Context: an optimization exercise on an open-source flow, tuned for small area, a short achievable clock period and few clock cycles. The choices shown serve that exercise and are no tape-out recipe.
Function was checked by simulation only, so behaviour that the tests miss may differ from the original.
Power is estimated from default activity; no workload was simulated.

File: design/flow/constraint.sdc
create_clock -name core_clock -period 7.0 [get_ports {clk}]
set_input_delay 1.4000 -clock core_clock [delete_from_list [all_inputs] [get_ports {clk}]]
set_output_delay 1.4000 -clock core_clock [all_outputs]
set_load 0.01 [all_outputs]
File: design/flow/design.v
module jbeat_crc (
  input  wire        clk,
  input  wire        rst,
  input  wire        req_valid,
  input  wire        req_write,
  input  wire [3:0]  req_addr,
  input  wire [31:0] req_wdata,
  output reg         rsp_valid,
  output reg  [31:0] rsp_rdata,
  input  wire [31:0] len_src,
  input  wire [31:0] len_tgt,
  input  wire [31:0] len_pat,
  output reg         mem_en,
  output reg         mem_we,
  output reg  [1:0]  mem_sel,
  output reg  [29:0] mem_addr,
  output reg  [3:0]  mem_wstrb,
  output reg  [31:0] mem_wdata,
  input  wire [31:0] mem_rdata
);
  localparam [31:0] POLY = 32'hEDB88320;
  localparam [3:0] C_MIS_SRC = 4'd1, C_SIZE = 4'd4, C_TRUNC = 4'd5,
                   C_ILLEGAL = 4'd6, C_NOTREADY = 4'd7;
  localparam [2:0] K_CKSUM = 3'd0, K_LDEXP = 3'd1, K_STORE = 3'd2,
                   K_VERIFY = 3'd3, K_SEAL = 3'd4;
  localparam [2:0] T_CK = 3'd0, T_LD = 3'd1, T_ST = 3'd2, T_VPAT = 3'd3,
                   T_SPAT = 3'd4, T_SPW = 3'd5, T_END = 3'd7;
  localparam [1:0] E_NONE = 2'd0, E_STORE = 2'd1, E_CHECK = 2'd2, E_SIZE = 2'd3;
  function [31:0] cinit(input [2:0] r);
    case (r)
      3'd0:    cinit = 32'hFFFFFFFF;
      3'd1:    cinit = 32'hF0958FD9;
      3'd2:    cinit = 32'h9A1C9D90;
      3'd3:    cinit = 32'hA32E2681;
      default: cinit = 32'h9226F562;
    endcase
  endfunction
  function [31:0] crc_bits(input [31:0] x, input integer nb);
    integer k;
    reg [31:0] y;
    begin
      y = x;
      for (k = 0; k < nb; k = k + 1)
        y = y[0] ? ((y >> 1) ^ POLY) : (y >> 1);
      crc_bits = y;
    end
  endfunction
  function [31:0] xf_in(input [31:0] x);
    begin
      xf_in[0] = x[1] ^ x[2] ^ x[4] ^ x[5] ^ x[6] ^ x[7] ^ x[10] ^ x[14] ^ x[16] ^ x[18] ^ x[19] ^ x[20] ^ x[21] ^ x[29] ^ x[30] ^ x[31];
      xf_in[1] = x[0] ^ x[1] ^ x[2] ^ x[5] ^ x[6] ^ x[8] ^ x[9] ^ x[12] ^ x[13] ^ x[14] ^ x[17] ^ x[19] ^ x[20] ^ x[26] ^ x[28] ^ x[31];
      xf_in[2] = x[1] ^ x[3] ^ x[5] ^ x[10] ^ x[11] ^ x[15] ^ x[16] ^ x[17] ^ x[18] ^ x[20] ^ x[22] ^ x[24] ^ x[25] ^ x[29] ^ x[31];
      xf_in[3] = x[4] ^ x[7] ^ x[15] ^ x[18] ^ x[19] ^ x[20] ^ x[22] ^ x[23] ^ x[24] ^ x[25] ^ x[27] ^ x[29] ^ x[30];
      xf_in[4] = x[4] ^ x[7] ^ x[9] ^ x[11] ^ x[14] ^ x[17] ^ x[19] ^ x[22] ^ x[24] ^ x[26] ^ x[28];
      xf_in[5] = x[6] ^ x[8] ^ x[11] ^ x[12] ^ x[14] ^ x[17] ^ x[30];
      xf_in[6] = x[0] ^ x[1] ^ x[2] ^ x[3] ^ x[4] ^ x[7] ^ x[8] ^ x[9] ^ x[10] ^ x[12] ^ x[16] ^ x[19] ^ x[20] ^ x[21] ^ x[24] ^ x[26] ^ x[28] ^ x[29] ^ x[31];
      xf_in[7] = x[0] ^ x[5] ^ x[6] ^ x[13] ^ x[14] ^ x[17] ^ x[18] ^ x[21] ^ x[25] ^ x[26] ^ x[29] ^ x[31];
      xf_in[8] = x[0] ^ x[1] ^ x[2] ^ x[8] ^ x[9] ^ x[11] ^ x[12] ^ x[13] ^ x[14] ^ x[17] ^ x[18] ^ x[19] ^ x[21] ^ x[22] ^ x[23] ^ x[25] ^ x[29] ^ x[30] ^ x[31];
      xf_in[9] = x[1] ^ x[5] ^ x[6] ^ x[7] ^ x[9] ^ x[11] ^ x[15] ^ x[16] ^ x[17] ^ x[20] ^ x[24] ^ x[25] ^ x[26] ^ x[27] ^ x[29] ^ x[31];
      xf_in[10] = x[0] ^ x[2] ^ x[3] ^ x[10] ^ x[12] ^ x[13] ^ x[16] ^ x[17] ^ x[21] ^ x[25] ^ x[26];
      xf_in[11] = x[0] ^ x[6] ^ x[7] ^ x[9] ^ x[15] ^ x[16] ^ x[21] ^ x[22] ^ x[24] ^ x[26] ^ x[29];
      xf_in[12] = x[0] ^ x[1] ^ x[9] ^ x[11] ^ x[12] ^ x[18] ^ x[21] ^ x[24] ^ x[26] ^ x[28];
      xf_in[13] = x[0] ^ x[1] ^ x[2] ^ x[3] ^ x[4] ^ x[8] ^ x[10] ^ x[12] ^ x[13] ^ x[17] ^ x[18] ^ x[20] ^ x[21] ^ x[22] ^ x[26] ^ x[27] ^ x[30];
      xf_in[14] = x[0] ^ x[8] ^ x[10] ^ x[14] ^ x[16] ^ x[19] ^ x[20] ^ x[21] ^ x[24] ^ x[25] ^ x[27] ^ x[29] ^ x[30];
      xf_in[15] = x[0] ^ x[1] ^ x[2] ^ x[3] ^ x[5] ^ x[7] ^ x[8] ^ x[12] ^ x[15] ^ x[16] ^ x[17] ^ x[18] ^ x[19] ^ x[24] ^ x[25] ^ x[27] ^ x[28] ^ x[30];
      xf_in[16] = x[2] ^ x[3] ^ x[6] ^ x[9] ^ x[10] ^ x[11] ^ x[12] ^ x[13] ^ x[15] ^ x[18] ^ x[19] ^ x[20] ^ x[21] ^ x[22] ^ x[23] ^ x[24] ^ x[28];
      xf_in[17] = x[0] ^ x[2] ^ x[5] ^ x[8] ^ x[9] ^ x[11] ^ x[12] ^ x[13] ^ x[15] ^ x[16] ^ x[18] ^ x[20] ^ x[22] ^ x[25] ^ x[28] ^ x[29] ^ x[31];
      xf_in[18] = x[0] ^ x[1] ^ x[2] ^ x[7] ^ x[8] ^ x[12] ^ x[13] ^ x[15] ^ x[16] ^ x[17] ^ x[19] ^ x[20] ^ x[21] ^ x[22] ^ x[27] ^ x[28] ^ x[30] ^ x[31];
      xf_in[19] = x[2] ^ x[3] ^ x[4] ^ x[5] ^ x[6] ^ x[11] ^ x[12] ^ x[17] ^ x[18] ^ x[21] ^ x[22] ^ x[24] ^ x[30];
      xf_in[20] = x[0] ^ x[1] ^ x[2] ^ x[3] ^ x[6] ^ x[8] ^ x[9] ^ x[10] ^ x[11] ^ x[14] ^ x[16] ^ x[17] ^ x[19] ^ x[20] ^ x[22] ^ x[24] ^ x[27] ^ x[30] ^ x[31];
      xf_in[21] = x[0] ^ x[2] ^ x[4] ^ x[5] ^ x[8] ^ x[9] ^ x[11] ^ x[12] ^ x[14] ^ x[17] ^ x[19] ^ x[21] ^ x[22] ^ x[23] ^ x[25] ^ x[28] ^ x[30] ^ x[31];
      xf_in[22] = x[0] ^ x[1] ^ x[4] ^ x[6] ^ x[11] ^ x[12] ^ x[15] ^ x[16] ^ x[21] ^ x[23] ^ x[24] ^ x[25] ^ x[26] ^ x[28] ^ x[29] ^ x[31];
      xf_in[23] = x[0] ^ x[2] ^ x[3] ^ x[5] ^ x[9] ^ x[11] ^ x[15] ^ x[17] ^ x[19] ^ x[22] ^ x[24] ^ x[31];
      xf_in[24] = x[1] ^ x[2] ^ x[3] ^ x[5] ^ x[9] ^ x[10] ^ x[11] ^ x[14] ^ x[16] ^ x[18] ^ x[20] ^ x[22] ^ x[24] ^ x[30] ^ x[31];
      xf_in[25] = x[1] ^ x[11] ^ x[12] ^ x[13] ^ x[14] ^ x[17] ^ x[18] ^ x[19] ^ x[21] ^ x[23] ^ x[25] ^ x[26] ^ x[29] ^ x[31];
      xf_in[26] = x[1] ^ x[2] ^ x[5] ^ x[7] ^ x[10] ^ x[11] ^ x[12] ^ x[14] ^ x[23] ^ x[25] ^ x[27] ^ x[29] ^ x[30];
      xf_in[27] = x[0] ^ x[2] ^ x[3] ^ x[5] ^ x[10] ^ x[14] ^ x[15] ^ x[16] ^ x[17] ^ x[19] ^ x[23] ^ x[24] ^ x[25] ^ x[26] ^ x[28] ^ x[29] ^ x[30];
      xf_in[28] = x[0] ^ x[1] ^ x[2] ^ x[6] ^ x[8] ^ x[9] ^ x[10] ^ x[11] ^ x[12] ^ x[13] ^ x[14] ^ x[16] ^ x[17] ^ x[18] ^ x[19] ^ x[21] ^ x[22] ^ x[24] ^ x[30] ^ x[31];
      xf_in[29] = x[1] ^ x[2] ^ x[3] ^ x[4] ^ x[10] ^ x[11] ^ x[12] ^ x[14] ^ x[16] ^ x[17] ^ x[18] ^ x[19] ^ x[20] ^ x[22] ^ x[24] ^ x[25] ^ x[26] ^ x[31];
      xf_in[30] = x[0] ^ x[1] ^ x[3] ^ x[4] ^ x[7] ^ x[9] ^ x[11] ^ x[15] ^ x[16] ^ x[21] ^ x[22] ^ x[25] ^ x[26] ^ x[30];
      xf_in[31] = x[0] ^ x[1] ^ x[4] ^ x[7] ^ x[10] ^ x[12] ^ x[14] ^ x[16] ^ x[17] ^ x[20] ^ x[22] ^ x[23] ^ x[24] ^ x[26] ^ x[28] ^ x[30];
    end
  endfunction
  function [31:0] xf_out(input [31:0] x);
    begin
      xf_out[0] = x[5] ^ x[7] ^ x[10] ^ x[16] ^ x[18] ^ x[19] ^ x[20] ^ x[24] ^ x[27] ^ x[30] ^ x[31];
      xf_out[1] = x[1] ^ x[2] ^ x[5] ^ x[8] ^ x[9] ^ x[10] ^ x[15] ^ x[16] ^ x[17] ^ x[20] ^ x[21] ^ x[22] ^ x[23] ^ x[25] ^ x[30];
      xf_out[2] = x[0] ^ x[3] ^ x[4] ^ x[6] ^ x[7] ^ x[14] ^ x[15] ^ x[20] ^ x[21] ^ x[24] ^ x[25] ^ x[29] ^ x[31];
      xf_out[3] = x[3] ^ x[5] ^ x[6] ^ x[7] ^ x[8] ^ x[9] ^ x[11] ^ x[15] ^ x[18] ^ x[20] ^ x[25] ^ x[26] ^ x[27] ^ x[29];
      xf_out[4] = x[1] ^ x[2] ^ x[13] ^ x[14] ^ x[19] ^ x[22] ^ x[24] ^ x[26];
      xf_out[5] = x[1] ^ x[2] ^ x[6] ^ x[8] ^ x[11] ^ x[12] ^ x[20] ^ x[21] ^ x[24] ^ x[25] ^ x[27] ^ x[29] ^ x[30];
      xf_out[6] = x[0] ^ x[3] ^ x[5] ^ x[13] ^ x[14] ^ x[15] ^ x[19] ^ x[22] ^ x[23] ^ x[24] ^ x[27] ^ x[30];
      xf_out[7] = x[1] ^ x[5] ^ x[8] ^ x[10] ^ x[11] ^ x[14] ^ x[17] ^ x[23] ^ x[26] ^ x[28] ^ x[29];
      xf_out[8] = x[2] ^ x[3] ^ x[4] ^ x[7] ^ x[9] ^ x[11] ^ x[17] ^ x[19] ^ x[20] ^ x[22] ^ x[23] ^ x[26] ^ x[31];
      xf_out[9] = x[0] ^ x[8] ^ x[10] ^ x[11] ^ x[12] ^ x[14] ^ x[15] ^ x[18] ^ x[20] ^ x[22] ^ x[27] ^ x[31];
      xf_out[10] = x[3] ^ x[4] ^ x[8] ^ x[13] ^ x[20] ^ x[24] ^ x[26] ^ x[27] ^ x[28];
      xf_out[11] = x[2] ^ x[4] ^ x[5] ^ x[7] ^ x[8] ^ x[10] ^ x[11] ^ x[13] ^ x[14] ^ x[19] ^ x[21] ^ x[22] ^ x[24] ^ x[26] ^ x[27] ^ x[30];
      xf_out[12] = x[2] ^ x[3] ^ x[4] ^ x[8] ^ x[9] ^ x[13] ^ x[14] ^ x[15] ^ x[16] ^ x[18] ^ x[19] ^ x[22] ^ x[24] ^ x[25] ^ x[27] ^ x[28] ^ x[30] ^ x[31];
      xf_out[13] = x[0] ^ x[1] ^ x[7] ^ x[9] ^ x[11] ^ x[15] ^ x[18] ^ x[21] ^ x[23] ^ x[24] ^ x[26] ^ x[28] ^ x[29] ^ x[30];
      xf_out[14] = x[0] ^ x[2] ^ x[3] ^ x[7] ^ x[9] ^ x[11] ^ x[12] ^ x[13] ^ x[15] ^ x[16] ^ x[18] ^ x[20] ^ x[23] ^ x[28];
      xf_out[15] = x[0] ^ x[1] ^ x[2] ^ x[3] ^ x[5] ^ x[7] ^ x[8] ^ x[10] ^ x[13] ^ x[14] ^ x[15] ^ x[16] ^ x[18] ^ x[28] ^ x[30];
      xf_out[16] = x[0] ^ x[3] ^ x[4] ^ x[6] ^ x[9] ^ x[10] ^ x[13] ^ x[15] ^ x[16] ^ x[18] ^ x[19] ^ x[20] ^ x[23] ^ x[24] ^ x[26] ^ x[27] ^ x[28] ^ x[31];
      xf_out[17] = x[0] ^ x[3] ^ x[4] ^ x[5] ^ x[8] ^ x[11] ^ x[12] ^ x[14] ^ x[16] ^ x[17] ^ x[18] ^ x[19] ^ x[20] ^ x[22] ^ x[23] ^ x[25] ^ x[26] ^ x[28] ^ x[29] ^ x[30] ^ x[31];
      xf_out[18] = x[1] ^ x[2] ^ x[6] ^ x[9] ^ x[10] ^ x[14] ^ x[16] ^ x[19] ^ x[25] ^ x[28];
      xf_out[19] = x[2] ^ x[4] ^ x[7] ^ x[9] ^ x[10] ^ x[13] ^ x[14] ^ x[15] ^ x[18] ^ x[25] ^ x[31];
      xf_out[20] = x[1] ^ x[2] ^ x[5] ^ x[6] ^ x[7] ^ x[8] ^ x[10] ^ x[13] ^ x[18] ^ x[19] ^ x[20] ^ x[22] ^ x[24] ^ x[25] ^ x[28] ^ x[31];
      xf_out[21] = x[1] ^ x[2] ^ x[3] ^ x[5] ^ x[6] ^ x[8] ^ x[9] ^ x[10] ^ x[11] ^ x[15] ^ x[16] ^ x[18] ^ x[22] ^ x[25] ^ x[27] ^ x[29];
      xf_out[22] = x[1] ^ x[2] ^ x[4] ^ x[7] ^ x[8] ^ x[13] ^ x[15] ^ x[16] ^ x[17] ^ x[19] ^ x[21] ^ x[22] ^ x[24] ^ x[26] ^ x[27] ^ x[28] ^ x[29];
      xf_out[23] = x[0] ^ x[2] ^ x[4] ^ x[6] ^ x[7] ^ x[8] ^ x[9] ^ x[12] ^ x[16] ^ x[17] ^ x[18] ^ x[20] ^ x[21] ^ x[24] ^ x[27] ^ x[28] ^ x[29] ^ x[31];
      xf_out[24] = x[1] ^ x[2] ^ x[3] ^ x[4] ^ x[7] ^ x[9] ^ x[11] ^ x[13] ^ x[14] ^ x[15] ^ x[18] ^ x[21] ^ x[25] ^ x[28] ^ x[29] ^ x[30];
      xf_out[25] = x[0] ^ x[1] ^ x[7] ^ x[11] ^ x[14] ^ x[17] ^ x[20] ^ x[21] ^ x[22] ^ x[26] ^ x[28] ^ x[30];
      xf_out[26] = x[0] ^ x[1] ^ x[3] ^ x[4] ^ x[7] ^ x[8] ^ x[9] ^ x[10] ^ x[12] ^ x[13] ^ x[16] ^ x[18] ^ x[20] ^ x[21] ^ x[23] ^ x[25] ^ x[29] ^ x[30] ^ x[31];
      xf_out[27] = x[3] ^ x[4] ^ x[5] ^ x[7] ^ x[9] ^ x[10] ^ x[11] ^ x[16] ^ x[18] ^ x[19] ^ x[22] ^ x[23] ^ x[24] ^ x[25] ^ x[27];
      xf_out[28] = x[1] ^ x[10] ^ x[13] ^ x[14] ^ x[15] ^ x[17] ^ x[22] ^ x[24] ^ x[26] ^ x[27] ^ x[28] ^ x[29];
      xf_out[29] = x[0] ^ x[5] ^ x[7] ^ x[10] ^ x[12] ^ x[14] ^ x[15] ^ x[18] ^ x[21] ^ x[25] ^ x[26] ^ x[28] ^ x[29] ^ x[30];
      xf_out[30] = x[3] ^ x[5] ^ x[6] ^ x[7] ^ x[8] ^ x[9] ^ x[10] ^ x[15] ^ x[16] ^ x[18] ^ x[19] ^ x[20] ^ x[21] ^ x[22] ^ x[24] ^ x[26] ^ x[27] ^ x[28] ^ x[29] ^ x[31];
      xf_out[31] = x[0] ^ x[3] ^ x[5] ^ x[6] ^ x[8] ^ x[9] ^ x[10] ^ x[12] ^ x[13] ^ x[14] ^ x[15] ^ x[18] ^ x[21] ^ x[23] ^ x[31];
    end
  endfunction
  function [31:0] xf_k(input [2:0] r);
    case (r)
      3'd0: xf_k = 32'h0D1B6D7C;
      3'd1: xf_k = 32'hCB36DB96;
      3'd2: xf_k = 32'h7956A7F5;
      3'd3: xf_k = 32'hE937D275;
      default: xf_k = 32'h1A36DAF8;
    endcase
  endfunction
  function [29:0] inc30(input [29:0] a);
    integer i;
    begin
      for (i = 0; i < 30; i = i + 1)
        inc30[i] = a[i] ^ ((i == 0) ? 1'b1 : &(a | ~((30'd1 << i) - 30'd1)));
    end
  endfunction
  function [29:0] dec30(input [29:0] a);
    integer i;
    begin
      for (i = 0; i < 30; i = i + 1)
        dec30[i] = a[i] ^ ((i == 0) ? 1'b1 : ~|(a & ((30'd1 << i) - 30'd1)));
    end
  endfunction
  function gt32(input [31:0] a, input [31:0] b);
    reg [31:0] g, l;
    integer i, w;
    begin
      g = a & ~b; l = ~a & b;
      for (w = 1; w < 32; w = w * 2)
        for (i = 0; i < 32; i = i + 2 * w) begin
          g[i] = g[i + w] | (~l[i + w] & g[i]);
          l[i] = l[i + w] | (~g[i + w] & l[i]);
        end
      gt32 = g[0];
    end
  endfunction
  reg [31:0] acc;
  reg [95:0] sum_q;     
  reg [95:0] exp_q;     
  reg [95:0] size_q;    
  reg        acc_v;
  reg [2:0]  sum_v, exp_v, size_v;
  reg        ok, fault;
  reg [3:0]  cause;
  wire [15:0] status = {cause, fault, ok, size_v, exp_v, sum_v, acc_v};
  wire [31:0] size_s = size_q[31:0];
  wire [31:0] size_t = size_q[63:32];
  wire [31:0] size_p = size_q[95:64];
  wire [15:0] cw    = req_wdata[15:0];
  wire [3:0]  c_op  = cw[15:12];
  wire [1:0]  c_z   = cw[11:10];
  wire [1:0]  c_b   = cw[9:8];
  wire [7:0]  c_imm = cw[7:0];
  reg       chk_fault;
  reg [3:0] chk_cause;
  always @(*) begin
    chk_fault = 1'b1;
    chk_cause = 4'd0;
    if (!(&sum_v) || !(&exp_v))                chk_cause = C_NOTREADY;
    else if (sum_q[31:0]  != exp_q[31:0])      chk_cause = C_MIS_SRC;
    else if (sum_q[63:32] != exp_q[63:32])     chk_cause = C_MIS_SRC + 4'd1;
    else if (sum_q[95:64] != exp_q[95:64])     chk_cause = C_MIS_SRC + 4'd2;
    else                                       chk_fault = 1'b0;
  end
  wire op_init   = (cw == 16'h1000);
  wire op_byte   = (cw[15:8] == 8'h20);
  wire op_final  = (cw[15:10] == 6'b001100) && (c_b != 2'd3) && (c_imm == 8'd0);
  wire op_cksum  = (cw[15:10] == 6'b010000) && (c_b != 2'd3) && (c_imm == 8'd0);
  wire op_ldexp  = (cw == 16'h5000);
  wire op_check  = (cw == 16'h6000);
  wire op_verify = (cw == 16'h7000);
  wire op_store  = (cw[15:10] == 6'b100000) && (c_b != 2'd3) && (c_imm == 8'd0);
  wire op_seal   = (cw == 16'h9000);
  wire op_clear  = (cw == 16'hF000);
  wire op_legal  = op_init | op_byte | op_final | op_cksum | op_ldexp | op_check |
                   op_verify | op_store | op_seal | op_clear;
  wire q_wr    = req_write && !fault;                  
  wire q_cmd   = q_wr && req_addr == 4'd0;             
  wire [2:0] q_size = {3{q_wr}} & {req_addr == 4'd4, req_addr == 4'd3, req_addr == 4'd2};
  wire q_ill   = q_cmd && !op_legal;
  wire q_nrdy  = q_cmd && (op_byte | op_final) && !acc_v;
  wire q_flt   = q_ill | q_nrdy | (q_cmd && op_check && chk_fault);
  wire q_init  = q_cmd && op_init;
  wire q_byte  = q_cmd && op_byte && acc_v;
  wire q_final = q_cmd && op_final && acc_v;
  wire q_chk   = q_cmd && op_check && !chk_fault;
  wire q_clr   = req_write && req_addr == 4'd0 && op_clear;
  wire q_long  = q_cmd && (op_cksum | op_ldexp | op_store | op_verify | op_seal);
  reg [31:0] rd_val;
  always @(*) begin
    case (req_addr)
      4'd1:  rd_val = {16'd0, status};
      4'd2:  rd_val = size_q[31:0];
      4'd3:  rd_val = size_q[63:32];
      4'd4:  rd_val = size_q[95:64];
      4'd5:  rd_val = acc;
      4'd6:  rd_val = sum_q[31:0];
      4'd7:  rd_val = sum_q[63:32];
      4'd8:  rd_val = sum_q[95:64];
      4'd9:  rd_val = exp_q[31:0];
      4'd10: rd_val = exp_q[63:32];
      4'd11: rd_val = exp_q[95:64];
      default: rd_val = 32'd0;
    endcase
  end
  reg gt_s, gt_t, gt_p, gt_p4;
  reg p_lt4, p_lt12;
  reg        busy;      
  reg        init;      
  reg        init2;     
  reg        init4;     
  reg [2:0]  kind;
  reg [1:0]  kb;
  reg [1:0]  pv;        
  reg [2:0]  pc;        
  reg [2:0]  sk;        
  reg [1:0]  sb;
  reg [4:0]  nk;        
  reg        first;     
  reg [29:0] rem;       
  reg        e, adj;
  reg [1:0]  st_t;      
  reg [1:0]  wslot;     
  function [4:0] step_of(input [2:0] k, input [1:0] v, input [1:0] b, input [2:0] p);
    begin
      step_of = {T_END, 2'd0};
      case (k)
        K_CKSUM: if (p == 3'd0) step_of = {T_CK, b};
        K_LDEXP: if (p == 3'd0) step_of = {T_LD, 2'd2};
        K_STORE: if (p == 3'd0) step_of = {T_ST, b};
        K_VERIFY:
          case (v)
            2'd0: case (p)
                    3'd0: step_of = {T_CK, 2'd0};
                    3'd1: step_of = {T_CK, 2'd1};
                    3'd2: step_of = {T_VPAT, 2'd2};
                    default: ;
                  endcase
            2'd1: if (p == 3'd0) step_of = {T_LD, 2'd2};
            default: case (p)
                    3'd0: step_of = {T_LD, 2'd2};
                    3'd1: step_of = {T_CK, 2'd0};
                    default: ;
                  endcase
          endcase
        K_SEAL:
          case (v)
            2'd0: case (p)
                    3'd0: step_of = {T_CK, 2'd0};
                    3'd1: step_of = {T_CK, 2'd1};
                    3'd2: step_of = {T_SPAT, 2'd2};
                    3'd3: step_of = {T_SPW, 2'd2};
                    default: ;
                  endcase
            default: if (p == 3'd0) step_of = {T_CK, 2'd0};
          endcase
        default: ;
      endcase
    end
  endfunction
  wire [1:0] pv_new = (kind == K_VERIFY) ? (gt_s ? 2'd1 : gt_t ? 2'd2 : 2'd0) :
                      (kind == K_SEAL && gt_t) ? 2'd2 : 2'd0;
  wire [1:0] pvx = init ? pv_new : pv;
  wire [1:0] end_act =
      (kind == K_STORE)                 ? E_STORE :
      (kind == K_SEAL  && pv == 2'd0)   ? E_STORE :
      (kind == K_VERIFY && pv == 2'd0)  ? E_CHECK :
      (kind == K_VERIFY || kind == K_SEAL) ? E_SIZE : E_NONE;
  wire [2:0] npc = (init | init2 | init4) ? 3'd0 : pc + 3'd1;           
  wire [4:0] nn  = step_of(kind, pvx, kb, npc + 3'd1);  
  wire [2:0] lk  = nk[4:2];
  wire [1:0] lb  = nk[1:0];
  wire [31:0] l_size = (lb == 2'd0) ? size_s : (lb == 2'd1) ? size_t : size_p;
  wire [1:0]  l_t    = l_size[1:0];
  reg  [29:0] l_rem;
  reg         l_adj;
  always @(*) begin
    l_rem = l_size[31:2];
    l_adj = 1'b0;
    case (lk)
      T_CK:    l_adj = (lb == 2'd2);
      T_SPAT:  l_adj = 1'b1;
      T_LD:    l_rem = 30'd3;
      T_ST, T_SPW: l_rem = 30'd1;
      default: ;
    endcase
  end
  wire [29:0] l_addr_m1 = (kb == 2'd0) ? mem_addr :
                          (kb == 2'd1) ? inc30(mem_addr) : {inc30({1'b0, mem_addr[29:1]}), mem_addr[0]};
  function [3:0] cflags(input [29:0] hi, input ex, input aj);
    reg [3:0] v;
    begin
      v = {1'b0, hi[2:0]} + {3'd0, ex} - {3'd0, aj};
      cflags = (hi[29:3] == 27'd0) ? {v == 4'd3, v == 4'd2, v == 4'd1, v == 4'd0} : 4'd0;
    end
  endfunction
  reg [3:0] cf_s, cf_t, cf_pm, cf_p0;
  wire      p_e = |size_p[1:0];
  reg [3:0] l_f;
  always @(*) begin
    case (lk)
      T_CK:    l_f = (lb == 2'd0) ? cf_s : (lb == 2'd1) ? cf_t : cf_pm;
      T_SPAT:  l_f = cf_pm;
      T_VPAT:  l_f = cf_p0;
      T_LD:    l_f = p_e ? 4'b0000 : 4'b1000;
      default: l_f = p_e ? 4'b0100 : 4'b0010;
    endcase
  end
  wire        r_small = (rem[29:3] == 27'd0);
  wire [3:0]  r_v     = {1'b0, rem[2:0]} + {3'd0, e} - {3'd0, adj};
  wire        r_eq4   = r_small && r_v == 4'd4;
  reg         f0, f1, f2, f3;    
  wire        tk_last = f1 | f0;
  reg        vA, vB, vD, vU, vE;
  reg        a_vb, a_zprev, a_ph, a_inj, a_ib, a_crc, a_cf, a_cl, a_exp, a_el;
  reg [1:0]  a_t, a_cb;
  reg [2:0]  a_r;
  reg        b_zprev, b_ph, b_inj, b_ib, b_crc, b_cf, b_cl, b_exp, b_el;
  reg [1:0]  b_t, b_cb;
  reg [2:0]  b_r;
  reg        d_crc, d_cf, d_cl, d_exp, d_el;
  reg [1:0]  d_cb;
  reg [2:0]  d_r;
  reg [31:0] d_q;
  reg        u_cf, u_cl;
  reg [1:0]  u_cb, e_cb;
  reg [31:0] u_q, s_q;
  reg [31:8] prev;
  reg [2:0] pend;
  function hz(input [1:0] b);
    hz = pend[b];
  endfunction
  reg        tk_go, tk_rd, tk_wr, tk_vb;
  reg        tk_zprev, tk_ph, tk_inj, tk_ib, tk_crc, tk_cf, tk_cl, tk_exp, tk_el;
  reg [1:0]  tk_sel;
  reg        tk_mq;     
  always @(*) begin
    tk_go = 1'b1; tk_rd = 1'b0; tk_wr = 1'b0;
    tk_zprev = 1'b0; tk_ph = 1'b0; tk_inj = 1'b0; tk_ib = 1'b0;
    tk_crc = 1'b0; tk_cf = 1'b0; tk_cl = 1'b0; tk_exp = 1'b0; tk_el = 1'b0;
    tk_sel = 2'd2; tk_mq = 1'b0;
    case (sk)
      T_CK: begin
        tk_sel = sb;
        tk_rd = !f0; tk_ph = f0;
        tk_zprev = first;
        tk_crc = 1'b1; tk_cf = first; tk_cl = tk_last;
      end
      T_LD: begin
        tk_rd = 1'b1;
        tk_exp = !(first && e); tk_el = f1;
      end
      T_VPAT: begin
        tk_rd = 1'b1;
        tk_zprev = first;
        tk_crc = !f1; tk_cf = first; tk_cl = f2;
        tk_exp = f1 | f2 | f3; tk_el = f1;
      end
      T_SPAT: begin
        tk_zprev = first;
        tk_crc = 1'b1; tk_cf = first; tk_cl = f1;
        if (f1 || f2) begin
          tk_inj = 1'b1; tk_ib = f1;
          tk_wr = 1'b1;
          tk_mq = f2 && (st_t != 2'd0);
          tk_go = !hz(f1 ? 2'd1 : 2'd0);
        end else
          tk_rd = 1'b1;
      end
      T_SPW: begin
        tk_wr = 1'b1;
        tk_go = !hz(2'd2);
      end
      T_ST: begin
        tk_wr = 1'b1;
        tk_go = !hz(sb);
      end
      default: tk_go = 1'b0;
    endcase
    tk_vb = tk_rd | tk_ph | tk_inj;
  end
  wire [31:0] w_cur = (wslot == 2'd0) ? sum_q[31:0] :
                      (wslot == 2'd1) ? sum_q[63:32] : sum_q[95:64];
  wire [31:0] w_prv = (wslot == 2'd1) ? sum_q[31:0] :
                      (wslot == 2'd2) ? sum_q[63:32] : sum_q[95:64];
  reg  [31:0] w_data;
  always @(*) begin
    case (st_t)
      2'd0: w_data = w_cur;
      2'd1: w_data = {w_cur[23:0], w_prv[31:24]};
      2'd2: w_data = {w_cur[15:0], w_prv[31:16]};
      default: w_data = {w_cur[7:0], w_prv[31:8]};
    endcase
  end
  wire [3:0] strb_first = 4'b1111 << st_t;
  wire [3:0] strb_last  = ~strb_first;
  wire [3:0] w_strb = (kind == K_SEAL) ?
                      ((wslot == 2'd0) ? strb_first : (wslot == 2'd3) ? strb_last : 4'b1111) :
                      (first ? strb_first : strb_last);
  wire [29:0] tk_addr = (first && (sk == T_CK || sk == T_VPAT || sk == T_SPAT)) ? 30'd0 :
                        tk_mq ? mem_addr : inc30(mem_addr);
  wire [31:0] b_cur = b_ph ? 32'd0 : mem_rdata;
  wire [31:8] b_prv = b_zprev ? 24'd0 : prev;
  reg  [31:0] b_al;
  always @(*) begin
    case (b_t)
      2'd0: b_al = b_cur;
      2'd1: b_al = {b_cur[7:0],  b_prv[31:8]};
      2'd2: b_al = {b_cur[15:0], b_prv[31:16]};
      default: b_al = {b_cur[23:0], b_prv[31:24]};
    endcase
  end
  wire [31:0] b_d = b_inj ? sum_q[32*b_ib +: 32] : b_al;
  wire [31:0] c_u  = xf_in(d_q) ^ (d_cf ? xf_k(d_r) : 32'd0);
  wire [31:0] s_g  = u_cf ? 32'd0 : s_q;
  wire [31:0] s_nx = ({1'b0, s_g[31:1]} ^ (s_g[0] ? POLY : 32'd0)) ^ u_q;
  wire [31:0] e_acc = xf_out(s_q);
  wire        rq_idle = !rst && !busy && req_valid;
  wire [31:0] acc_d   = busy ? e_acc :
                        cw[12] ? 32'hFFFFFFFF : crc_bits(acc ^ {24'd0, c_imm}, 8);
  wire        acc_en  = (!rst && vE) || (rq_idle && (q_init || q_byte));
  wire [31:0] sum_d   = busy ? ~e_acc : ~acc;
  wire [2:0]  sum_en  = ({3{!rst && vE}} & {e_cb == 2'd2, e_cb == 2'd1, e_cb == 2'd0}) |
                        ({3{rq_idle && q_final}} & {c_b == 2'd2, c_b == 2'd1, c_b == 2'd0});
  wire fin_ok = busy && !init && !init2 && !init4 && sk == T_END &&
                !(vA && a_vb) && !vB && !vD && !vU && !(end_act == E_CHECK && vE);
  wire advance = busy && ((init && !(kind == K_VERIFY && pv_new != 2'd0) &&
                           !(kind == K_CKSUM && kb == 2'd2)) || init2 || (init4 && !gt_p4) ||
                          (!init && sk != T_END && tk_go && tk_last));
  always @(posedge clk) begin
    rsp_valid <= 1'b0;
    rsp_rdata <= rd_val;
    p_lt4  <= (size_q[95:66] == 30'd0);
    p_lt12 <= (size_q[95:68] == 28'd0) && (size_q[67:66] != 2'b11);
    cf_s  <= cflags(size_s[31:2], |size_s[1:0], 1'b0);
    cf_t  <= cflags(size_t[31:2], |size_t[1:0], 1'b0);
    cf_pm <= cflags(size_p[31:2], p_e, 1'b1);
    cf_p0 <= cflags(size_p[31:2], p_e, 1'b0);
    gt_s  <= gt32(size_s, len_src);
    gt_t  <= gt32(size_t, len_tgt);
    gt_p  <= gt32(size_p, len_pat);
    gt_p4 <= gt32({rem, size_p[1:0]}, len_pat);
    mem_wdata <= w_data;
    if (acc_en) acc <= acc_d;
    if (sum_en[0]) sum_q[31:0]  <= sum_d;
    if (sum_en[1]) sum_q[63:32] <= sum_d;
    if (sum_en[2]) sum_q[95:64] <= sum_d;
    mem_wstrb <= w_strb;
    if (rst) begin
      busy   <= 1'b0;
      init   <= 1'b0;
      init2  <= 1'b0;
      init4  <= 1'b0;
      acc_v  <= 1'b0;
      sum_v  <= 3'd0;
      exp_v  <= 3'd0;
      size_v <= 3'd0;
      ok     <= 1'b0;
      fault  <= 1'b0;
      cause  <= 4'd0;
      vA <= 1'b0; vB <= 1'b0; vD <= 1'b0; vU <= 1'b0; vE <= 1'b0;
      pend <= 3'd0;
      mem_en <= 1'b0;
      mem_we <= 1'b0;
    end else begin
      vD    <= vB;
      d_crc <= b_crc; d_cf <= b_cf; d_cl <= b_cl; d_cb <= b_cb;
      d_exp <= b_exp; d_el <= b_el; d_r <= b_r;
      if (vB) begin
        d_q  <= b_d;
        prev <= b_cur[31:8];
      end
      vB <= vA && a_vb;
      b_zprev <= a_zprev; b_ph <= a_ph; b_inj <= a_inj; b_ib <= a_ib;
      b_crc <= a_crc; b_cf <= a_cf; b_cl <= a_cl; b_exp <= a_exp; b_el <= a_el;
      b_t <= a_t; b_cb <= a_cb; b_r <= a_r;
      vU   <= vD && d_crc;
      u_cf <= d_cf; u_cl <= d_cl; u_cb <= d_cb;
      if (vD) u_q <= c_u;
      vE   <= vU && u_cl;
      if (vE) pend[e_cb] <= 1'b0;
      e_cb <= u_cb;
      if (vU) s_q <= s_nx;
      if (vE) begin
        sum_v[e_cb] <= 1'b1;
        acc_v <= 1'b1;
        ok    <= 1'b0;
      end
      if (vD && d_exp) begin
        exp_q <= {d_q, exp_q[95:32]};
        if (d_el) begin
          exp_v <= 3'b111;
          ok    <= 1'b0;
        end
      end
      vA     <= 1'b0;
      if (!busy) begin
        mem_addr <= {dec30({2'b00, size_p[31:4]}), size_p[3:2]};
        rem      <= dec30(size_p[31:2]);
      end
      mem_en <= 1'b0;
      mem_we <= 1'b0;
      if (advance) begin
        init2 <= 1'b0;
        pc    <= npc;
        sk    <= lk;
        sb    <= lb;
        nk    <= nn;
        first <= 1'b1;
        rem   <= l_rem;
        adj   <= l_adj;
        {f3, f2, f1, f0} <= l_f;
        e     <= |l_t;
        st_t  <= l_t;
        if (lk == T_ST) wslot <= lb;
        else if (lk == T_SPAT) wslot <= 2'd0;
      end
      if (busy) begin
        if (init) begin
          init <= 1'b0;
          if (kind == K_STORE) mem_addr <= l_addr_m1;    
          pv   <= pv_new;
          if (kind == K_VERIFY && pv_new != 2'd0) begin
            nk    <= {T_LD, 2'd2};
            init2 <= 1'b1;
          end
          case (kind)
            K_CKSUM: begin
              if (!size_v[kb]) begin
                fault <= 1'b1; cause <= C_NOTREADY; ok <= 1'b0;
                busy <= 1'b0; rsp_valid <= 1'b1;
              end else if (kb == 2'd2 && p_lt4) begin
                fault <= 1'b1; cause <= C_TRUNC; ok <= 1'b0;
                busy <= 1'b0; rsp_valid <= 1'b1;
              end else if (kb == 2'd1 ? gt_t : kb == 2'd0 ? gt_s : 1'b0) begin
                fault <= 1'b1; cause <= C_SIZE; ok <= 1'b0;
                busy <= 1'b0; rsp_valid <= 1'b1;
              end else if (kb == 2'd2)
                init4 <= 1'b1;
            end
            K_LDEXP, K_STORE: begin
              if (!size_v[2] || (kind == K_STORE && !sum_v[kb])) begin
                fault <= 1'b1; cause <= C_NOTREADY; ok <= 1'b0;
                busy <= 1'b0; rsp_valid <= 1'b1;
              end else if (p_lt12 || gt_p) begin
                fault <= 1'b1; cause <= C_TRUNC; ok <= 1'b0;
                busy <= 1'b0; rsp_valid <= 1'b1;
              end
            end
            default: begin                             
              if (!(&size_v)) begin
                fault <= 1'b1; cause <= C_NOTREADY; ok <= 1'b0;
                busy <= 1'b0; rsp_valid <= 1'b1;
              end else if (p_lt12 || gt_p) begin
                fault <= 1'b1; cause <= C_TRUNC; ok <= 1'b0;
                busy <= 1'b0; rsp_valid <= 1'b1;
              end else if (kind == K_SEAL && gt_s) begin
                fault <= 1'b1; cause <= C_SIZE; ok <= 1'b0;
                busy <= 1'b0; rsp_valid <= 1'b1;
              end
            end
          endcase
        end else if (init4) begin
          init4 <= 1'b0;
          if (gt_p4) begin
            fault <= 1'b1; cause <= C_TRUNC; ok <= 1'b0;
            busy <= 1'b0; rsp_valid <= 1'b1;
          end
        end else if (init2) begin
          ;
        end else if (sk != T_END) begin
          if (tk_go) begin
            vA <= 1'b1;
            a_vb <= tk_vb;
            a_zprev <= tk_zprev; a_ph <= tk_ph; a_inj <= tk_inj; a_ib <= tk_ib;
            a_crc <= tk_crc; a_cf <= tk_cf; a_cl <= tk_cl; a_exp <= tk_exp; a_el <= tk_el;
            a_t  <= st_t; a_cb <= sb;
            a_r  <= f0 ? 3'd4 : {1'b0, 2'd0 - st_t};
            mem_en   <= tk_rd | tk_wr;
            mem_we   <= tk_wr;
            mem_sel  <= tk_sel;
            mem_addr <= tk_addr;
            if (!tk_last) begin
              first <= 1'b0;
              if (e) e <= 1'b0;
              else   rem <= dec30(rem);
              f0 <= 1'b0; f1 <= f2; f2 <= f3; f3 <= r_eq4;
            end
            if (tk_wr) wslot <= wslot + 2'd1;
            if (tk_crc && tk_cl) pend[sb] <= 1'b1;
          end
        end else if (fin_ok) begin
          busy <= 1'b0;
          rsp_valid <= 1'b1;
          case (end_act)
            E_STORE: begin
              exp_v <= 3'd0; ok <= 1'b0;
              if (kind == K_STORE && kb != 2'd2) sum_v[2] <= 1'b0;
            end
            E_CHECK: begin
              if (chk_fault) begin
                fault <= 1'b1; cause <= chk_cause; ok <= 1'b0;
              end else
                ok <= 1'b1;
            end
            E_SIZE: begin
              fault <= 1'b1; cause <= C_SIZE; ok <= 1'b0;
            end
            default: ;
          endcase
        end
      end else if (req_valid) begin
        rsp_valid <= !q_long;
        if (q_size[0]) begin size_q[31:0]  <= req_wdata; size_v[0] <= 1'b1; sum_v[0] <= 1'b0; end
        if (q_size[1]) begin size_q[63:32] <= req_wdata; size_v[1] <= 1'b1; sum_v[1] <= 1'b0; end
        if (q_size[2]) begin size_q[95:64] <= req_wdata; size_v[2] <= 1'b1; sum_v[2] <= 1'b0; exp_v <= 3'd0; end
        if (|q_size) ok <= 1'b0;
        if (q_flt) begin
          fault <= 1'b1; ok <= 1'b0;
          cause <= q_ill ? C_ILLEGAL : q_nrdy ? C_NOTREADY : chk_cause;
        end
        if (q_init) acc_v <= 1'b1;
        if (q_final) begin
          sum_v[c_b] <= 1'b1;
          ok <= 1'b0;
        end
        if (q_chk) ok <= 1'b1;
        if (q_clr) begin
          acc_v <= 1'b0; sum_v <= 3'd0; exp_v <= 3'd0; size_v <= 3'd0;
          ok <= 1'b0; fault <= 1'b0; cause <= 4'd0;
        end
        if (q_long) begin
          busy <= 1'b1;
          init <= 1'b1;
          pc   <= 3'd0;
          kind <= op_cksum ? K_CKSUM : op_ldexp ? K_LDEXP : op_store ? K_STORE :
                  op_verify ? K_VERIFY : K_SEAL;
          kb   <= c_b;
          nk   <= op_cksum ? {T_CK, c_b} : op_ldexp ? {T_LD, 2'd2} :
                  op_store ? {T_ST, c_b} : {T_CK, 2'd0};
        end
      end
    end
  end
endmodule
File: design/flow/config.mk
export PLATFORM = sky130hd
export DESIGN_NAME = jbeat_crc
export DESIGN_NICKNAME = jbeat_crc
export VERILOG_FILES = /design/flow/design.v
export SDC_FILE = /design/flow/constraint.sdc
export NUM_CORES = 4
export LEC_CHECK = 0
export CAP_MARGIN = 20
export CORE_MARGIN = 2
export CORE_UTILIZATION = 40
export PLACE_DENSITY = 0.6
export SETUP_SLACK_MARGIN = 4.2
export SLEW_MARGIN = 20
File: design/flow/run.sh
#!/bin/bash
# synth_recipe.tcl (not shown) runs the flow's synth.tcl, then flattens the netlist and writes it again
# the make line also repeats each setting of config.mk as NAME=value (left out here)
make -C /OpenROAD-flow-scripts/flow DESIGN_CONFIG=/design/flow/config.mk WORK_HOME=/design/flow/orfs CLKGATE_MAP_FILE= SYNTH_SCRIPT=/design/flow/synth_recipe.tcl finish
==> flow_summary.yaml <==
outcome:
  outcome: "finished clean"
floorplanning:
  fp.dieH_um: 333
  io_pins: 271
  core-area_um2: 107000
  die-width_um: 333
  start_util_pct: 40.4
  fp.dieArea_um2: 111000
  rows: 120
synthesis:
  async_reset_ff_share_pct: 0
  yosysMostFrequentCell: "edfxtp_1"
  ys_seq_area_share_pct: 45.6
  yosys.area.top_type: "edfxtp_1"
  synth_edf_count: 580
  yosysUniqueCellTypes: 84
  synth_top_area_share_pct: 40.1
  syn_nets: 4457
  netlist_area_um2: 43400
  yosysWarnings: 1
  ys_seq_elements: 700
  syn_avg_cell_area_um2: 10.2
  synth_ff_type: "edfxtp_1"
  syn-instance-count: 4240
  yosys-top-cells-count: "edfxtp_1 (580), xnor2_1 (501), nor2_1 (270)"
  synth.area.top_cells: "edfxtp_1 (40%), xnor2_1 (10%), dfxtp_1 (5.5%), xor2_1 (4.8%), mux2i_1 (3.5%)"
setup_path:
  crit_fanout: 2
  endpoint: "gt_p"
  r2r_start: "size_q[32]"
  startpoint: "len_pat[1]"
  reg2reg_to: "gt_t"
  r2r_cells: 9
  critPathRequiredTime_ps: 7590
  crit_path_end_kind: "flop"
  crit_type: "in2reg"
  start_kind: "input pin"
  cp.arrival_ps: 3770
  reg2reg_slack_ps: 3950
place:
  place_hpwl_um: 132000
  dp_slack_ps: 2210
  place_congestion: 0.959
  io_buffers: 270
final_layout:
  multi_input_area_um2: 24000
  regArea_um2: 19800
  fill_cells: 9675
  drive_gt1_share_pct: 18.8
  fin_nets: 4895
  synthToLayoutAreaGrowth_pct: 26.0
sta:
  clock.fmax_mhz: 314
  min_period_ps: 3180
  tns_ps: 0
  relSlewSlack_pct: 27.4
  fin_skew_ps: 79.1
  finalCritPeriodShare_pct: 45.5
  setup_viol: 0
  final_max_slew_viol_count: 0
  worst_slack_ps: 3820
  rsz0062_at_grt: "true"
  hold_viol: 0
  worst_pin_slew_ps: 1090
route:
  drt_iter0_markers: 5615
  drcViolationCount: 0
  ant_nets: 0
  wl_per_cell_um: 30.0
  vias: 38000
  drt_first_pass_iters: 7
  vias_per_cell: 6.18
  wl_um: 185000
power:
  cellLeakagePower_nw: 19.2
  ir_worst_vdd_v: 0.000165
  pwr_density_cell_nw_per_um2: 180
clock_tree:
  cts_max_level: 3
  cts_root_buf: "clkbuf_16"
  cts_hold_buf: 0
  numCtsBuffers: 79
  cts_sinks: 700
  ctsLongestPathBuffers: 3
  cts_tree: "yes"
  clk_pin_slew_worst_paths_ps: 60
  clk_latency_ps: 710
flow_run:
  cap_violations: 0
global_route:
  gr-usage-all-layers_pct: 31.8
  antenna_found_initial: 19
  grt_max_degree: 80
  grt_pass1_vias: 35300
  grt_pass1_wl_um: 256000
  overflow: 0
hold_path:
  worstHoldStart: "u_cb[1]"
  hold_class: "reg2reg"
## through the flow
stage | cell area, um2 | power (mW) | util (%) | instances | hold slack, ps
finish | 54700 | 9.82 | 51.0 | 6155 | 413
global route | 54700 | 10.1 | 50.9 | 6147 | 425
CTS | 53400 | 9.82 | 49.7 | 6054 | 416
detailed placement | 47800 | 5.48 | 44.5 | 5686 | 405
global placement | 47800 | 5.48 | 44.5 | 5686 | 401
floorplan | 44100 | 5.11 | - | 4240 | 400
## routing by layer
| layer | vias up | global-route usage (%) | wire length (um) |
|---|---|---|---|
| met5 | - | 0 | 82 |
| met4 | 12 | 15.7 | 10900 |
| met3 | 457 | 8.30 | 21800 |
| met2 | 2486 | 48.8 | 81300 |
| met1 | 18600 | 41.5 | 70700 |
| li1 | 16500 | - | - |
## worst min path at each step
stage	slack, ps	cells after the start	end
after global routing	430	0	b_cb[0]
after CTS	420	0	e_cb[1]
final	410	0	e_cb[1]
after floorplan	400	0	b_cb[0]
after global placement	400	0	d_cb[0]
after detailed placement	410	0	b_cb[0]
## layout make-up
class,count,share of cell area (%)
Clock inverter,38,0.849
Multi-Input combinational cell,3129,43.8
Timing Repair inverter,1,0.0137
Sequential cell,700,36.3
Antenna cell,9,0.0412
Timing Repair Buffer,628,10.6
Tap cell,1403,3.21
Inverter,139,1.02
Clock buffer,108,4.15
## what timing repair did
| action | in CTS | in global routing |
|---|---|---|
| endpoints found under the setup margin | 771 | 375 |
| gates cloned | 14 | 6 |
| pin swaps | 112 | 92 |
| setup buffers | 208 | 86 |
| resized for setup | 554 | 156 |
## where the power goes
group	switching [mW]	total, mW	internal, mW
Clock	1.87	4.36	2.50
Sequential	0.0626	4.60	4.53
Combinational	0.488	0.864	0.376
## flip-flops by register name (all words and copies together), names as in the netlist, 30 cells and up
name	count
d_q	32
sum_q	96
exp_q	96
rem	30
mem_wdata	32
rsp_rdata	32
acc	32
s_q	32
mem_addr	30
size_q	96
u_q	32
## kinds of logic (layout without fill, tap and decap cells)
kind of cell | after synthesis | in the layout | synth area share (%)
DFF | 700 | 700 | 45.6
adders and majority gates | 145 | 145 | 3.66
and+or+nand+nor | 1041 | 1050 | 11.9
xor gates and xnor gates | 739 | 739 | 14.9
muxes | 188 | 188 | 4.64
other | 0 | 9 | 0
AOI/OAI and AO/OA | 1007 | 1007 | 15.6
buffers and inverters | 420 | 914 | 3.69
## worst max-delay path, cell delays in order
cell and delay [ps]:
clkdlybuf4s15_1 200, maj3_2 340, maj3_2 300, maj3_2 310, maj3_2 300, maj3_2 300
maj3_2 310, a21oi_2 160, o31a_1 130
## layout by cell type, fill, tap and decap left out, types with 95 or more instances in the layout
cell type and n:
nor2_1 239, clkdlybuf4s50_1 114, a21oi_1 228, dlygate4sd2_1 95
edfxtp_1 580, xor2_1 230, buf_4 300, nand2_1 251
xnor2_1 481, inv_1 123, mux2i_1 150, dfxtp_1 111
o21ai_0 183
Testbench counts, summed over its fixed seeds: cycles 60,293.

what the ideal ports hide:
No port has a modelled driver above. Below, the same layout with a new extraction and two added sets of constraints.
Step 1: set_driving_cell puts a clkbuf_16 on clk and a buf_2 on each other input, an assumption about the parent block.
Step 2 adds t to the input delays and takes it off the output delays; t is the mean of the earliest and latest rising clock arrival at the registers after step 1. Input paths then give back, and output paths get back, about the clock's delay inside the block.
Three values: ideal, step 1, step 2; two values: the first two.
shift t [ns]: 0.738
slack for setup (ns): 3.815 / 3.849 / 3.110
hold WS [ns]: 0.413 / 0.413 / 0.413
clock arrival spread, ns: 0.084 / 0.085
slew at the worst register clock pin (ns): 0.07 / 0.07
After both steps this run still meets setup and hold. For this run, drivers alone change the setup slack by +0.034 ns; drivers and shift together by -0.705 ns.
